This is an optimization exercise on Yosys and OpenROAD, whose aim is small area, a short achievable clock period and few clock cycles per item, not a production implementation. Power figures rest on the tool's default switching activity, not on a simulated workload.

## sscore_enc
module sscore_enc (
    input             clk,
    input             rst,         
    input             start,
    input      [47:0] in_len,
    output            idle,
    input             in_valid,
    output            in_ready,
    input       [7:0] in_data,
    output            out_valid,
    input             out_ready,
    output     [15:0] out_cp
);
For scale: ~1000 cells after synthesis, ~170 flip-flops, ~80 I/O pins, roughly 0.010 mm² of cells after synthesis.
Settings: LEC_CHECK=0, CAP_MARGIN=20, CORE_MARGIN=2, CORE_UTILIZATION=50, SLEW_MARGIN=20; clock period 8.0 ns.
standard.sh (not shown) runs the stock make flow with config.mk's settings and CLKGATE_MAP_FILE= SYNTH_SCRIPT=/design/flow/synth_recipe.tcl, a recipe that flattens the netlist after the stock synthesis.
==> flow/flow/run.sh <==
#!/bin/bash
# Layout flow: the standard flow (standard synthesis unchanged), with the
# ports buffered by the smallest buffer and setup repair aimed 5.25 ns past the
# clock period.  make's output goes to standard.log; ORFS's own per-step logs
# stay under orfs/logs.
set -euo pipefail
bash standard.sh SETUP_SLACK_MARGIN=5.25 "BUFFER_PORTS_ARGS=-buffer_cell sky130_fd_sc_hd__buf_1" finish > standard.log 2>&1
Then changed:
--- a/flow/design.v
+++ b/flow/design.v
@@ -19,87 +19,86 @@
     reg  [4:0]  rb;          
     reg  [3:0]  wc;          
     reg  [7:0]  w [0:8];
     reg         al;          
     reg         inrdy;
     reg         eoi;         
     reg         ovalid;
     reg  [11:0] osym;
     reg         go;          
     reg         sgo;         
     reg  [1:0]  mode;
-    reg  [9:0]  c;           
+    reg  [9:0]  cp;          
     reg         cmax;        
     reg         ph;          
     reg         ending;      
     reg         lastpair;    
     reg         sblk;        
     reg  [1:0]  se;          
     assign idle      = idle_q;
     assign in_ready  = inrdy;
     assign out_valid = ovalid;
     assign out_cp    = {4'hE, osym};
     wire can   = !ovalid || out_ready;
     wire push  = in_valid && inrdy;
     wire step  = go && can;
     wire [7:0] w0 = w[0], w1 = w[1], w2 = w[2], w3 = w[3];
     wire [7:0] w4 = w[4], w5 = w[5], w6 = w[6], w7 = w[7];
-    wire z0 = (w0 == 8'h00), z1 = (w1 == 8'h00), z2 = (w2 == 8'h00), z3 = (w3 == 8'h00);
-    wire f0 = (w0 == 8'hFF), f1 = (w1 == 8'hFF), f2 = (w2 == 8'hFF), f3 = (w3 == 8'hFF);
+    wire z0 = (w0 == 8'h00), z1 = (w1 == 8'h00);
+    wire f0 = (w0 == 8'hFF), f1 = (w1 == 8'hFF);
     wire e0 = (w0 == w2), e1 = (w1 == w3), e2 = (w2 == w4);
     wire e3 = (w3 == w5), e4 = (w4 == w6), e5 = (w5 == w7);
     wire ge2 = (wc >= 4'd2), ge4 = (wc >= 4'd4), ge5 = (wc >= 4'd5);
     wire ge6 = (wc >= 4'd6), ge8 = (wc >= 4'd8);
-    wire zero4 = ge4 && z0 && z1 && z2 && z3;
-    wire ff4   = ge4 && f0 && f1 && f2 && f3;
+    wire zero4 = ge4 && z0 && z1 && e0 && e1;     
+    wire ff4   = ge4 && f0 && f1 && e0 && e1;
     wire pat4  = ge8 && e0 && e1 && e2 && e3 && e4 && e5;
     wire m1    = ge4 && e0 && e1;            
     wire m2    = ge6 && e2 && e3;            
     wire m1n   = ge5 && e1 && e2;            
     wire cont  = ge2 && ((mode == M_ZERO) ? z1 : f1);
-    wire [9:0] c1 = c + 10'd1;
-    wire [9:0] c2 = c + 10'd2;
+    wire [9:0] cp1 = cp + 10'd1;
     wire c1max = cmax;
     wire zfend = !cont || cmax;
     reg         demit;
     reg  [11:0] dsym;
     always @(*) begin
         demit = 1'b0;
         dsym  = {4'h0, w0};
         case (mode)
             M_SCAN: demit = !(zero4 || ff4 || pat4);
             M_PAT: begin
                 if (!ph && !ending && (se != 2'd3)) begin
                     demit = !m2;
-                    dsym  = {M_PAT, c2};
+                    dsym  = {M_PAT, cp1};
                 end else begin
                     demit = ending && !(ph && lastpair);
                     dsym  = {4'h0, w1};
                 end
             end
             default: begin
                 demit = zfend;
-                dsym  = {mode, c1};
+                dsym  = {mode, cp};
             end
         endcase
     end
     reg  [11:0] hsym, ssym;
     always @(*) begin
         case (hidx)
             2'd0: hsym = R[47:36];
             2'd1: hsym = R[35:24];
             2'd2: hsym = R[23:12];
             default: hsym = R[11:0];
         endcase
         case (se)
-            2'd0: ssym = {M_PAT, c1};
+            2'd0: ssym = {M_PAT, cp};
             2'd1: ssym = {4'h0, w0};
             default: ssym = {4'h0, w1};
         endcase
     end
     wire        emit = can && (hdr || sgo || (go && demit));
     wire [11:0] esym = hdr ? hsym : (sgo ? ssym : dsym);
     wire sblk_step = (mode != M_PAT) ? sblk :
                      (!ph ? 1'b0 : (lastpair ? sblk : (!ending && (!m1n || c1max))));
     wire sblk_c    = sgo ? (se != 2'd2) : (go ? sblk_step : sblk);
     wire hi0     = (R[47:4] == 44'd0);
     wire finrdy  = !idle_q && !hdr && hi0 && (R[3:0] == 4'd0);
@@ -154,37 +153,37 @@
             for (j = 1; j < 6; j = j + 1)
                 if (rb[j - 1]) R[8 * j +: 8] <= R[8 * j +: 8] - 8'd1;
             rb[0] <= step && (R[7:0] == 8'd0);
             for (j = 1; j < 5; j = j + 1)
                 rb[j] <= rb[j - 1] && (R[8 * j +: 8] == 8'd0);
         end
         if (idle_q)     hidx <= 2'd0;
         else if (hdr && can) hidx <= hidx + 2'd1;
         if (step) begin
             case (mode)
                 M_SCAN: begin
-                    c    <= 10'd1;
+                    cp   <= 10'd2;
                     cmax <= 1'b0;
                 end
                 M_PAT: begin
                     if (!ph && !ending && (se != 2'd3)) begin
-                        c    <= c1;
-                        cmax <= (c == 10'd1021);
+                        cp   <= cp1;
+                        cmax <= (cp == 10'd1022);
                     end else if (!ph && (se == 2'd3) && m1) begin
-                        c    <= 10'd0;
+                        cp   <= 10'd1;
                         cmax <= 1'b0;
                     end
                 end
                 default: begin
-                    c    <= zfend ? 10'd0 : c1;
-                    cmax <= !zfend && (c == 10'd1021);
+                    cp   <= zfend ? 10'd1 : cp1;
+                    cmax <= !zfend && (cp == 10'd1022);
                 end
             endcase
         end
         if (rst) begin
             idle_q <= 1'b1;
             hdr    <= 1'b0;
             wc     <= 4'd0;
             al     <= 1'b0;
             inrdy  <= 1'b0;
             ovalid <= 1'b0;
             go     <= 1'b0;
What happened:
- total power increases slightly
- worst hold slack gains 0.0031 ns
- sequential share of layout area came out higher by 0.21 points
- maximum frequency falls slightly
- register-to-register slack is better by 0.11 ns
- die area decreases slightly
- utilization drops by 0.11 points
No run of this note included a check of the RTL's function; only the layout flow was run.

Setup of run 1:
The RTL this note starts from:
==> flow/design.v <==
module sscore_enc (
    input             clk,
    input             rst,         
    input             start,
    input      [47:0] in_len,
    output            idle,
    input             in_valid,
    output            in_ready,
    input       [7:0] in_data,
    output            out_valid,
    input             out_ready,
    output     [15:0] out_cp
);
    localparam [1:0] M_SCAN = 2'b00, M_ZERO = 2'b01, M_FF = 2'b10, M_PAT = 2'b11;
    reg         idle_q;      
    reg         busy;        
    reg         hdr;         
    reg  [1:0]  hidx;
    reg  [47:0] R;           
    reg  [4:0]  rb;          
    reg  [5:1]  gz;          
    reg  [3:0]  wc;          
    reg  [7:0]  w [0:8];
    reg         al;          
    reg         inrdy;
    reg         eoi;         
    reg  [3:0]  lft;         
    reg         ovalid;
    reg  [11:0] osym;
    reg         go;          
    reg         sgo;         
    reg  [1:0]  mode;
    reg  [9:0]  cp;          
    reg         cmax;        
    reg         ph;          
    reg         ending;      
    reg         lastpair;    
    reg         sblk;        
    reg  [1:0]  se;          
    assign idle      = idle_q;
    assign in_ready  = inrdy;
    assign out_valid = ovalid;
    assign out_cp    = {4'hE, osym};
    wire can   = !ovalid || out_ready;
    wire push  = in_valid && inrdy;
    wire step  = go && can;
    wire [7:0] w0 = w[0], w1 = w[1], w2 = w[2], w3 = w[3];
    wire [7:0] w4 = w[4], w5 = w[5], w6 = w[6], w7 = w[7];
    wire z0 = (w0 == 8'h00), z1 = (w1 == 8'h00);
    wire f0 = (w0 == 8'hFF), f1 = (w1 == 8'hFF);
    wire e0 = (w0 == w2), e1 = (w1 == w3), e2 = (w2 == w4);
    wire e3 = (w3 == w5), e4 = (w4 == w6), e5 = (w5 == w7);
    wire ge2 = (wc >= 4'd2), ge4 = (wc >= 4'd4), ge5 = (wc >= 4'd5);
    wire ge6 = (wc >= 4'd6), ge8 = (wc >= 4'd8);
    wire zero4 = ge4 && z0 && z1 && e0 && e1;     
    wire ff4   = ge4 && f0 && f1 && e0 && e1;
    wire pat4  = ge8 && e0 && e1 && e2 && e3 && e4 && e5;
    wire m1    = ge4 && e0 && e1;            
    wire m2    = ge6 && e2 && e3;            
    wire m1n   = ge5 && e1 && e2;            
    wire cont  = ge2 && ((mode == M_ZERO) ? z1 : f1);
    wire [9:0] cp1 = cp + 10'd1;
    wire c1max = cmax;
    wire zfend = !cont || cmax;
    wire pnorm = !ph && !ending && (se != 2'd3);    
    reg  demit;
    always @(*) begin
        case (mode)
            M_SCAN:  demit = !(zero4 || ff4 || pat4);
            M_PAT:   demit = pnorm ? !m2 : (ending && !(ph && lastpair));
            default: demit = zfend;
        endcase
    end
    wire s_h0  = hdr && (hidx == 2'd0);
    wire s_h1  = hdr && (hidx == 2'd1);
    wire s_h2  = hdr && (hidx == 2'd2);
    wire s_h3  = hdr && (hidx == 2'd3);
    wire s_w0  = !hdr && (sgo ? (se == 2'd1) : (mode == M_SCAN));
    wire s_w1  = !hdr && (sgo ? (se == 2'd2) : ((mode == M_PAT) && !pnorm));
    wire s_cp  = !hdr && (sgo ? (se == 2'd0) : ((mode == M_ZERO) || (mode == M_FF)));
    wire s_cp1 = !hdr && !sgo && (mode == M_PAT) && pnorm;
    wire        emit = can && (hdr || sgo || (go && demit));
    wire [11:0] esym = ({12{s_h0}}  & R[47:36])      | ({12{s_h1}} & R[35:24]) |
                       ({12{s_h2}}  & R[23:12])      | ({12{s_h3}} & R[11:0])  |
                       ({12{s_w0}}  & {4'h0, w0})    | ({12{s_w1}} & {4'h0, w1}) |
                       ({12{s_cp}}  & {mode, cp})    | ({12{s_cp1}} & {M_PAT, cp1});
    wire sblk_step = (mode != M_PAT) ? sblk :
                     (!ph ? 1'b0 : (lastpair ? sblk : (!ending && (!m1n || c1max))));
    wire sblk_c    = sgo ? (se != 2'd2) : (go ? sblk_step : sblk);
    wire hi0     = (&gz) && (R[7:4] == 4'd0);
    wire finrdy  = busy && !hdr && hi0 && (R[3:0] == 4'd0);
    wire body_c1 = busy && !finrdy && (!hdr || (hidx == 2'd3));
    wire body_c0 = busy && !hdr;
    wire wc0 = (wc == 4'd0), wc7 = (wc == 4'd7), wc8 = (wc == 4'd8), wc9 = (wc == 4'd9);
    wire wge2 = (wc >= 4'd2), wge7 = (wc >= 4'd7);
    wire lz = (lft == 4'd0), l1 = (lft == 4'd1);
    wire [2:0] nv [0:3];
    genvar k;
    generate
        for (k = 0; k < 4; k = k + 1) begin : g_nx
            wire cc   = (k >= 2);
            wire pp   = (k % 2) == 1;
            wire st   = go && cc;
            wire alup = !al && (pp || eoi) && wc7;
            wire ge8n = al ? (pp ? (st ? ge8 : wge7) : (st ? wc9 : ge8)) : (alup && !eoi);
            wire nzn  = al ? (pp ? (st ? !wc0 : 1'b1) : (st ? wge2 : !wc0))
                           : (alup && (!eoi || (R[3:0] != 4'd0)));
            wire n9n  = al ? (pp ? (st ? !wc9 : !wc8) : (st ? 1'b1 : !wc9)) : 1'b1;
            wire eoin = eoi || (hi0 && (pp ? l1 : lz));
            wire rdyn = (al || alup) && (ge8n || (eoin && nzn));
            wire bodn = cc ? body_c1 : body_c0;
            wire sbn  = cc ? sblk_c : sblk;
            wire finn = cc && finrdy;
            assign nv[k] = {bodn && rdyn && !sbn, bodn && rdyn && sbn,
                            !finn && !eoin && n9n};
        end
    endgenerate
    wire [2:0] nsel = can ? (push ? nv[3] : nv[2]) : (push ? nv[1] : nv[0]);
    wire       shA   = !al && (push || eoi);
    wire       sh    = step || shA;
    wire       al_up = shA && (wc == 4'd7);
    wire       ld7   = push && (!al || (step ? (wc == 4'd8) : (wc == 4'd7)));
    wire       ld8   = push && al && (step ? (wc == 4'd9) : (wc == 4'd8));
    wire [3:0] wc_p1 = wc + 4'd1;
    wire [3:0] wc_m1 = wc - 4'd1;
    wire [3:0] wc_a1 = (wc == 4'd7) ? (eoi ? R[3:0] : 4'd8) : wc_p1;
    wire [3:0] wc_n  = al ? (push ? (step ? wc : wc_p1) : (step ? wc_m1 : wc)) :
                            ((push || eoi) ? wc_a1 : wc);
    wire       eoi_n = eoi || (hi0 && (push ? l1 : lz));
    wire [5:1]  rgo = rb;
    wire [47:8] rtg;
    genvar g, b;
    generate
        for (g = 1; g < 6; g = g + 1) begin : g_rb
            for (b = 0; b < 8; b = b + 1) begin : g_bit
                if (b == 0) begin : g_lsb
                    assign rtg[8 * g] = rgo[g];
                end else begin : g_up
                    assign rtg[8 * g + b] = rgo[g] && (R[8 * g +: b] == {b{1'b0}});
                end
            end
        end
    endgenerate
    integer j;
    always @(posedge clk) begin
        for (j = 0; j < 7; j = j + 1)
            if (sh) w[j] <= w[j + 1];
        if (ld7)     w[7] <= in_data;
        else if (sh) w[7] <= w[8];
        if (ld8)     w[8] <= in_data;
        if (can) osym <= esym;
        if (!busy)     lft <= in_len[3:0];
        else if (push) lft <= lft - 4'd1;
        if (!busy) begin
            if (start) R <= in_len;
            for (j = 1; j < 6; j = j + 1)
                gz[j] <= (in_len[8 * j +: 8] == 8'd0);
            rb <= 5'd0;
        end else begin
            for (j = 1; j < 6; j = j + 1)
                if (rb[j - 1]) gz[j] <= (R[8 * j +: 8] == 8'd1);
            if (step) R[7:0] <= R[7:0] - 8'd1;
            for (j = 8; j < 48; j = j + 1)
                if (rtg[j]) R[j] <= !R[j];
            rb[0] <= step && (R[7:0] == 8'd0);
            for (j = 1; j < 5; j = j + 1)
                rb[j] <= rb[j - 1] && (R[8 * j +: 8] == 8'd0);
        end
        if (!busy)      hidx <= 2'd0;
        else if (hdr && can) hidx <= hidx + 2'd1;
        if (step) begin
            case (mode)
                M_SCAN: begin
                    cp   <= 10'd2;
                    cmax <= 1'b0;
                end
                M_PAT: begin
                    if (!ph && !ending && (se != 2'd3)) begin
                        cp   <= cp1;
                        cmax <= (cp == 10'd1022);
                    end else if (!ph && (se == 2'd3) && m1) begin
                        cp   <= 10'd1;
                        cmax <= 1'b0;
                    end
                end
                default: begin
                    cp   <= zfend ? 10'd1 : cp1;
                    cmax <= !zfend && (cp == 10'd1022);
                end
            endcase
        end
        if (rst) begin
            idle_q <= 1'b1;
            busy   <= 1'b0;
            hdr    <= 1'b0;
            wc     <= 4'd0;
            al     <= 1'b0;
            inrdy  <= 1'b0;
            ovalid <= 1'b0;
            go     <= 1'b0;
            sgo    <= 1'b0;
            mode   <= M_SCAN;
            ph     <= 1'b0;
            ending <= 1'b0;
            lastpair <= 1'b0;
            sblk   <= 1'b0;
            se     <= 2'd0;
        end else begin
            if (emit) ovalid <= 1'b1;
            else if (out_ready) ovalid <= 1'b0;
            if (!busy) begin
                wc    <= 4'd0;
                al    <= 1'b0;
                go    <= 1'b0;
                sgo   <= 1'b0;
                inrdy <= start && (in_len != 48'd0);
                eoi   <= (in_len == 48'd0);
                if (start) begin
                    idle_q <= 1'b0;
                    busy   <= 1'b1;
                    hdr    <= 1'b1;
                end
            end else begin
                wc    <= wc_n;
                al    <= al || al_up;
                eoi   <= eoi_n;
                {go, sgo, inrdy} <= nsel;
                if (can && finrdy) begin
                    idle_q <= 1'b1;
                    busy   <= 1'b0;
                end
                if (can && hidx == 2'd3) hdr <= 1'b0;
            end
            if (can) sblk <= sblk_c;
            if (sgo && can) se <= se + 2'd1;
            if (step) begin
                case (mode)
                    M_SCAN: begin
                        if (zero4)      mode <= M_ZERO;
                        else if (ff4)   mode <= M_FF;
                        else if (pat4) begin
                            mode <= M_PAT;
                            ph   <= 1'b1;
                        end
                    end
                    M_PAT: begin
                        if (!ph) begin
                            ph <= 1'b1;
                            if (ending) begin
                                lastpair <= 1'b1;
                            end else if (se == 2'd3) begin
                                se <= 2'd0;
                                if (!m1) lastpair <= 1'b1;
                            end else if (!m2) begin
                                ending <= 1'b1;
                            end
                        end else begin
                            ph <= 1'b0;
                            if (lastpair) begin
                                mode     <= M_SCAN;
                                ending   <= 1'b0;
                                lastpair <= 1'b0;
                            end
                        end
                    end
                    default: begin
                        if (!cont) mode <= M_SCAN;
                    end
                endcase
            end
        end
    end
endmodule
clock: 8.0 ns
lec_check: 0
cap_margin: 20
core_margin: 2
core_utilization: 45
slew_margin: 20
==> flow/flow/run.sh <==
#!/bin/bash
# Layout flow: the standard flow (standard synthesis unchanged), with the
# ports buffered by the smallest buffer and setup repair aimed 5.2 ns past the
# clock period.  make's output goes to standard.log; ORFS's own per-step logs
# stay under orfs/logs.
set -euo pipefail
bash standard.sh SETUP_SLACK_MARGIN=5.2 "BUFFER_PORTS_ARGS=-buffer_cell sky130_fd_sc_hd__buf_1" finish > standard.log 2>&1
Modified inputs, run 2 compared to run 1
--- a/flow/design.v
+++ b/flow/design.v
@@ -24,7 +24,6 @@
     reg         al;          
     reg         inrdy;
     reg         eoi;         
-    reg  [3:0]  lft;         
     reg         ovalid;
     reg  [11:0] osym;
     reg         go;          
@@ -91,28 +90,25 @@
     wire finrdy  = busy && !hdr && hi0 && (R[3:0] == 4'd0);
     wire body_c1 = busy && !finrdy && (!hdr || (hidx == 2'd3));
     wire body_c0 = busy && !hdr;
-    wire wc0 = (wc == 4'd0), wc7 = (wc == 4'd7), wc8 = (wc == 4'd8), wc9 = (wc == 4'd9);
-    wire wge2 = (wc >= 4'd2), wge7 = (wc >= 4'd7);
-    wire lz = (lft == 4'd0), l1 = (lft == 4'd1);
     wire [2:0] nv [0:3];
     genvar k;
     generate
         for (k = 0; k < 4; k = k + 1) begin : g_nx
-            wire cc   = (k >= 2);
-            wire pp   = (k % 2) == 1;
-            wire st   = go && cc;
-            wire alup = !al && (pp || eoi) && wc7;
-            wire ge8n = al ? (pp ? (st ? ge8 : wge7) : (st ? wc9 : ge8)) : (alup && !eoi);
-            wire nzn  = al ? (pp ? (st ? !wc0 : 1'b1) : (st ? wge2 : !wc0))
-                           : (alup && (!eoi || (R[3:0] != 4'd0)));
-            wire n9n  = al ? (pp ? (st ? !wc9 : !wc8) : (st ? 1'b1 : !wc9)) : 1'b1;
-            wire eoin = eoi || (hi0 && (pp ? l1 : lz));
-            wire rdyn = (al || alup) && (ge8n || (eoin && nzn));
-            wire bodn = cc ? body_c1 : body_c0;
-            wire sbn  = cc ? sblk_c : sblk;
-            wire finn = cc && finrdy;
+            wire       cc   = (k >= 2);
+            wire       pp   = (k % 2) == 1;
+            wire       st   = go && cc;
+            wire       shA  = !al && (pp || eoi);
+            wire       alup = shA && (wc == 4'd7);
+            wire       aln  = al || alup;
+            wire [3:0] wcn  = alup ? (eoi ? R[3:0] : 4'd8) :
+                              (wc - {3'b000, st} + {3'b000, pp || shA});
+            wire       eoin = eoi || (hi0 && (R[3:0] == wc + {3'b000, pp}));
+            wire       rdyn = aln && ((wcn >= 4'd8) || (eoin && (wcn != 4'd0)));
+            wire       bodn = cc ? body_c1 : body_c0;
+            wire       sbn  = cc ? sblk_c : sblk;
+            wire       finn = cc && finrdy;
             assign nv[k] = {bodn && rdyn && !sbn, bodn && rdyn && sbn,
-                            !finn && !eoin && n9n};
+                            !finn && !eoin && (wcn != 4'd9)};
         end
     endgenerate
     wire [2:0] nsel = can ? (push ? nv[3] : nv[2]) : (push ? nv[1] : nv[0]);
@@ -126,21 +122,7 @@
     wire [3:0] wc_a1 = (wc == 4'd7) ? (eoi ? R[3:0] : 4'd8) : wc_p1;
     wire [3:0] wc_n  = al ? (push ? (step ? wc : wc_p1) : (step ? wc_m1 : wc)) :
                             ((push || eoi) ? wc_a1 : wc);
-    wire       eoi_n = eoi || (hi0 && (push ? l1 : lz));
-    wire [5:1]  rgo = rb;
-    wire [47:8] rtg;
-    genvar g, b;
-    generate
-        for (g = 1; g < 6; g = g + 1) begin : g_rb
-            for (b = 0; b < 8; b = b + 1) begin : g_bit
-                if (b == 0) begin : g_lsb
-                    assign rtg[8 * g] = rgo[g];
-                end else begin : g_up
-                    assign rtg[8 * g + b] = rgo[g] && (R[8 * g +: b] == {b{1'b0}});
-                end
-            end
-        end
-    endgenerate
+    wire       eoi_n = eoi || (hi0 && (R[3:0] == wc + {3'b000, push}));
     integer j;
     always @(posedge clk) begin
         for (j = 0; j < 7; j = j + 1)
@@ -149,8 +131,6 @@
         else if (sh) w[7] <= w[8];
         if (ld8)     w[8] <= in_data;
         if (can) osym <= esym;
-        if (!busy)     lft <= in_len[3:0];
-        else if (push) lft <= lft - 4'd1;
         if (!busy) begin
             if (start) R <= in_len;
             for (j = 1; j < 6; j = j + 1)
@@ -160,8 +140,8 @@
             for (j = 1; j < 6; j = j + 1)
                 if (rb[j - 1]) gz[j] <= (R[8 * j +: 8] == 8'd1);
             if (step) R[7:0] <= R[7:0] - 8'd1;
-            for (j = 8; j < 48; j = j + 1)
-                if (rtg[j]) R[j] <= !R[j];
+            for (j = 1; j < 6; j = j + 1)
+                if (rb[j - 1]) R[8 * j +: 8] <= R[8 * j +: 8] - 8'd1;
             rb[0] <= step && (R[7:0] == 8'd0);
             for (j = 1; j < 5; j = j + 1)
                 rb[j] <= rb[j - 1] && (R[8 * j +: 8] == 8'd0);
## What came out
Compared to run 1, run 2 has area taken by multi-input logic gates 18% higher.
In summary, run 2 completed successfully, with a layout that passed the timing, DRC and antenna checks.
Between run 2 and run 1, it is run 2 whose depth of the critical timing path with buffers and inverters included is lower, by 3.
Via count: run 2 higher than run 1
Per the comparison of run 2 with run 1, total power after layout rose 6.3%, part of the power in combinational logic increased 2.7 points.
Delay of the slowest cell on the worst path (run 2 over run 1): increase, 280 ps
Run 2 vs. run 1: number of signal-net buffers in the layout dropped about 6.5%, number of max-cap violations barely changed, post-route clock period utilization climbed 0.49 points, power dissipated by switching net loads climbed 17%.
When run 2 is measured against run 1, its minimum clock period turns out 39 ps higher.
In the tables for run 1 and run 2, highest ir drop seen on vdd reads lower with run 2.
No functional check of the RTL was part of any run of this note.

port drivers added, routing unchanged:
No port has a modelled driver above. Below, the same layouts with a new extraction and two added sets of constraints. Step 1 assumes that a clkbuf_16 drives the clock port and a buf_2 every other input. Step 2 adds t to the input delays and takes it off the output delays; t is the mean of the earliest and latest rising clock arrival at the registers after step 1. Input paths then give back, and output paths get back, about the clock's delay inside the block. Three values: ideal ports, drivers, drivers and shift; two values: the first two.
run | t, ns | slack for setup (ns) | hold slack, ns | worst register clock-pin slew, ns | pins driven straight from the clock port
the first run of note 1 | 0.482 | 5.238 / 5.244 / 4.779 | 0.467 / 0.467 / 0.467 | 0.08 / 0.08 | 1
the second run of note 1 | 0.486 | 5.212 / 5.235 / 4.749 | 0.470 / 0.470 / 0.470 | 0.08 / 0.08 | 1
run 1 | 0.474 | 5.159 / 5.178 / 4.704 | 0.441 / 0.441 / 0.441 | 0.07 / 0.07 | 1
run 2 | 0.477 | 5.120 / 5.136 / 4.658 | 0.478 / 0.478 / 0.478 | 0.08 / 0.08 | 1
After both steps setup and hold are still met in every run listed. For the second run of note 1, which loses most, drivers alone change the setup slack by +0.023 ns; drivers and shift together by -0.463 ns.
